Background: an optimization exercise with open tools, aiming at a short achievable clock period. Do not read the settings as production practice.
At most, simulation tests tie the RTL to the original design; equivalence was not proved.
Power is estimated from default activity; no workload was simulated.

## rev 12
==> flow/design.v (excerpt) <==
module trace_codec (
    input  wire        clk,
    input  wire        rst,
    input  wire        instruction_valid,
    input  wire        branch_taken,
    input  wire [31:0] branch_target,
    input  wire        trap,
    input  wire        is_return,
    input  wire        is_indirect_jump,
    input  wire        retire_valid,
    input  wire        writeback_valid,
    input  wire [4:0]  writeback_register,
    input  wire [31:0] writeback_value,
    input  wire        breakpoint_valid,
    input  wire [3:0]  breakpoint_reason,
    output reg  [4:0]  enc_count,
    output reg  [63:0] enc_data,
    input  wire [63:0] dec_window,
    input  wire [4:0]  dec_avail,
    output reg         dec_ok,
    output reg  [1:0]  dec_fault,
    output reg  [4:0]  dec_consumed,
    output reg         dec_seq_valid,
    output reg  [2:0]  dec_seq,
    output reg         dec_branch_taken,
    output reg         dec_trap,
    output reg         dec_is_return,
    output reg         dec_is_indirect_jump,
    output reg         dec_pc_valid,
    output reg  [31:0] dec_program_counter,
    output reg         dec_writeback_valid,
    output reg  [4:0]  dec_writeback_register,
    output reg  [31:0] dec_writeback_value,
    output reg         dec_breakpoint_valid,
    output reg  [3:0]  dec_breakpoint_reason
);
Size in the first run: ~310 I/O pins.
==> module trace_encode, before the edit <==
module trace_encode (
    input  wire        flush,
    input  wire [2:0]  pending,
    input  wire        nsq,
    input  wire [1:0]  rr,
    input  wire        wb,
    input  wire        bkpt_valid,
    input  wire [3:0]  bkpt,
    input  wire [31:0] branch_target,
    input  wire [4:0]  writeback_register,
    input  wire [31:0] writeback_value,
    output reg  [4:0]  count,
    output reg  [63:0] nybble_data
);
    wire [36:0] wbv = {writeback_value, writeback_register};
    wire        pnz = (pending != 3'd0);
    wire [3:0] bp;
    wire [4:0] bw;
    assign bp[0] = |branch_target[7:0];
    assign bp[1] = |branch_target[15:8];
    assign bp[2] = |branch_target[23:16];
    assign bp[3] = |branch_target[31:24];
    assign bw[0] = |wbv[7:0];
    assign bw[1] = |wbv[15:8];
    assign bw[2] = |wbv[23:16];
    assign bw[3] = |wbv[31:24];
    assign bw[4] = |wbv[36:32];
    wire [4:0] kp;
    assign kp[4] = bp[3];
    assign kp[3] = ~bp[3] & bp[2];
    assign kp[2] = ~bp[3] & ~bp[2] & bp[1];
    assign kp[1] = ~bp[3] & ~bp[2] & ~bp[1] & bp[0];
    assign kp[0] = ~bp[3] & ~bp[2] & ~bp[1] & ~bp[0];
    wire [5:0] kw;
    assign kw[5] = bw[4];
    assign kw[4] = ~bw[4] & bw[3];
    assign kw[3] = ~bw[4] & ~bw[3] & bw[2];
    assign kw[2] = ~bw[4] & ~bw[3] & ~bw[2] & bw[1];
    assign kw[1] = ~bw[4] & ~bw[3] & ~bw[2] & ~bw[1] & bw[0];
    assign kw[0] = ~bw[4] & ~bw[3] & ~bw[2] & ~bw[1] & ~bw[0];
    wire [2:0] k_pc = {bp[3],
                       ~bp[3] & (bp[2] | bp[1]),
                       (~bp[3] & bp[2]) | (~bp[3] & ~bp[2] & ~bp[1] & bp[0])};
    wire [2:0] k_wb = {bw[4] | bw[3],
                       ~bw[4] & ~bw[3] & (bw[2] | bw[1]),
                       bw[4] | (~bw[4] & ~bw[3] & bw[2]) |
                       (~bw[4] & ~bw[3] & ~bw[2] & ~bw[1] & bw[0])};
    wire [6:0] mh_pc = {1'b0, kp, 1'b0};
    wire [6:0] mh_wb = {kw, 1'b0};
    wire [47:0] blk_pc = {8'd0, branch_target, 1'b0, k_pc, 4'hC};
    wire [47:0] blk_wb = {3'd0, wbv, 1'b1, k_wb, 4'hC};
    wire [3:0] sh = {pnz & bkpt_valid, ~pnz & bkpt_valid, pnz & ~bkpt_valid, ~pnz & ~bkpt_valid};
    wire       use_pc = nsq;
    wire       use_wb = ~nsq & wb;
    wire [3:0] seq_n  = {1'b0, pending};
    wire [3:0] nseq_n = {2'b10, rr};
    wire [7:0] bk_n   = {bkpt, 4'hD};
    wire [2:0] eh = {pnz & bkpt_valid, pnz ^ bkpt_valid, ~pnz & ~bkpt_valid};
    reg  [63:0] body;
    reg  [15:0] head;
    integer o, e, m;
    always @* begin
        body = 64'd0;
        for (o = 0; o < 4; o = o + 1)
            body = body | ({64{use_pc & sh[o]}} & ({16'd0, blk_pc} << (4 * (o + 1))))
                        | ({64{use_wb & sh[o]}} & ({16'd0, blk_wb} << (4 * o)));
        case ({flush, nsq, bkpt_valid})
            3'b000: head = 16'd0;
            3'b001: head = {8'd0, bk_n};
            3'b010: head = {12'd0, nseq_n};
            3'b011: head = {4'd0, bk_n, nseq_n};
            3'b100: head = {12'd0, seq_n};
            3'b101: head = {4'd0, bk_n, seq_n};
            3'b110: head = {8'd0, nseq_n, seq_n};
            default: head = {bk_n, nseq_n, seq_n};
        endcase
        nybble_data = body | {48'd0, head};
        count = 5'd0;
        for (m = 1; m < 7; m = m + 1) begin
            for (e = 0; e < 3; e = e + 1)
                if (use_pc & mh_pc[m] & eh[e]) count = count | {m + e, ~pnz};
            if (use_wb & mh_wb[m] & ~bkpt_valid) count = count | {m[3:0], pnz};
            if (use_wb & mh_wb[m] &  bkpt_valid) count = count | {m[3:0] + 4'd1, pnz};
        end
        count = count | ({5{~nsq & ~wb}} & {3'd0, bkpt_valid, flush});
    end
endmodule
Settings: LEC_CHECK=0, CAP_MARGIN=20, CORE_MARGIN=2, CORE_UTILIZATION=40, SLEW_MARGIN=20; clock period 30.0 ns.
standard.sh (not shown) runs the stock make flow with config.mk's settings and CLKGATE_MAP_FILE= SYNTH_SCRIPT=/design/flow/synth_recipe.tcl, a recipe that flattens the netlist after the stock synthesis.
==> flow/flow/run.sh <==
#!/bin/bash
# Standard ORFS layout of the design, at the design's clock and constraints,
# with these changes to how it is made:
# - synthesis is the standard synthesis, but ABC maps the logic with the
#   script flow/abc_map.script (choice computation, then delay-driven
#   standard-cell mapping) in place of ORFS's speed script;
# - no full/half-adder extraction (it freezes XOR/majority logic into
#   adder cells that ABC cannot restructure);
# - ABC sizes for strong input drivers, as the layout buffers every input;
# - timing repair is asked to keep a large setup margin: at the design's
#   period the paths already meet timing, so without a margin repair_timing
#   leaves the critical path as synthesis mapped it;
# - after the global-route repair, one more sizing-only repair pass
#   (flow/post_grt.tcl);
# - every port still gets its buffer, but a plain buffer rather than the
#   delay cell the resizer picks by default, and resizing may change a
#   cell's footprint, so those buffers can be sized up.
set -euo pipefail
cd "$(dirname "$0")/.."
export FLOW_WORK="$PWD"
export ABC_MAP_SCRIPT="$PWD/flow/abc_map.script"
bash standard.sh SYNTH_SCRIPT="$PWD/flow/synth_abc.tcl" \
    SETUP_SLACK_MARGIN=24 ADDER_MAP_FILE= ABC_DRIVER_CELL=sky130_fd_sc_hd__buf_8 \
    MATCH_CELL_FOOTPRINT=0 "BUFFER_PORTS_ARGS=-buffer_cell sky130_fd_sc_hd__buf_4" \
    POST_GLOBAL_ROUTE_TCL="$PWD/flow/post_grt.tcl" finish > flow_make.log 2>&1
Other scripts of this flow, unchanged in this note and not shown: flow/flow/abc_map.script, flow/flow/post_grt.tcl, flow/flow/synth_abc.tcl
Relative to rev 12, the following input files were edited for rev 13:
--- a/flow/design.v
+++ b/flow/design.v
@@ -99,12 +99,15 @@
     wire [7:0] bk_n   = {bkpt, 4'hD};
     wire [2:0] eh = {pnz & bkpt_valid, pnz ^ bkpt_valid, ~pnz & ~bkpt_valid};
-    reg  [63:0] body;
+    reg  [63:0] body, at_pc, at_wb;
     reg  [15:0] head;
     integer o, e, m;
     always @* begin
-        body = 64'd0;
-        for (o = 0; o < 4; o = o + 1)
-            body = body | ({64{use_pc & sh[o]}} & ({16'd0, blk_pc} << (4 * (o + 1))))
-                        | ({64{use_wb & sh[o]}} & ({16'd0, blk_wb} << (4 * o)));
+        at_pc = 64'd0;
+        at_wb = 64'd0;
+        for (o = 0; o < 4; o = o + 1) begin
+            at_pc = at_pc | ({64{sh[o]}} & ({16'd0, blk_pc} << (4 * (o + 1))));
+            at_wb = at_wb | ({64{sh[o]}} & ({16'd0, blk_wb} << (4 * o)));
+        end
+        body = ({64{use_pc}} & at_pc) | ({64{use_wb}} & at_wb);
         case ({flush, nsq, bkpt_valid})
             3'b000: head = 16'd0;
--- outcome ---
| routed wire length | rev 13 vs rev 12 | about 7% lower |
DRC violation count after routing essentially unchanged between rev 13 and rev 12.
Global-route usage (rev 13 over rev 12): decrease, 0.67 points
Comparing total area of multi-input combinational cells for rev 13 and rev 12, the bigger number came from rev 12.
Rev 13 falls short of rev 12 in setup slack at placement.
Relative to rev 12, worst ir drop on vdd has increased by about 2% in rev 13.
Compared rev 12 against rev 13; vertical die dimension within noise.
Of rev 13 and rev 12, the run reporting the higher share of final-layout standard cells stronger than drive strength 1 was rev 12.
Only the layout flow was run in rev 12; the RTL was not checked for function there.

==> static timing again, ports no longer ideal <==
The results above use ideal ports. As a check the final layouts listed here were re-extracted and re-timed, cells and wires unchanged.
Step 1: set_driving_cell puts a clkbuf_16 on clk and a buf_2 on each other input, an assumption about the parent block.
Step 2 times the ports against the registers' clock, not the clock port: input delays grow and output delays shrink by t, the midpoint of the rising clock arrivals with the driver on.
a / b / c = ideal ports / drivers / drivers and shift; a / b = the first two.
| run | shift t [ns] | setup WS [ns] | worst setup path at the end | slew at the worst register clock pin (ns) | worst slew at a driven data input, ns |
|---|---|---|---|---|---|
| rev 12 | 0.492 | 22.571 / 22.579 / 22.087 | input to register | 0.08 / 0.08 | 0.20 |
| rev 13 | 0.490 | 22.800 / 22.778 / 22.287 | input to register | 0.09 / 0.09 | 0.08 |
After both steps every run listed still meets setup and hold. The setup slack of rev 13, which loses most, moves by -0.022 ns with the drivers and by -0.513 ns with both steps.
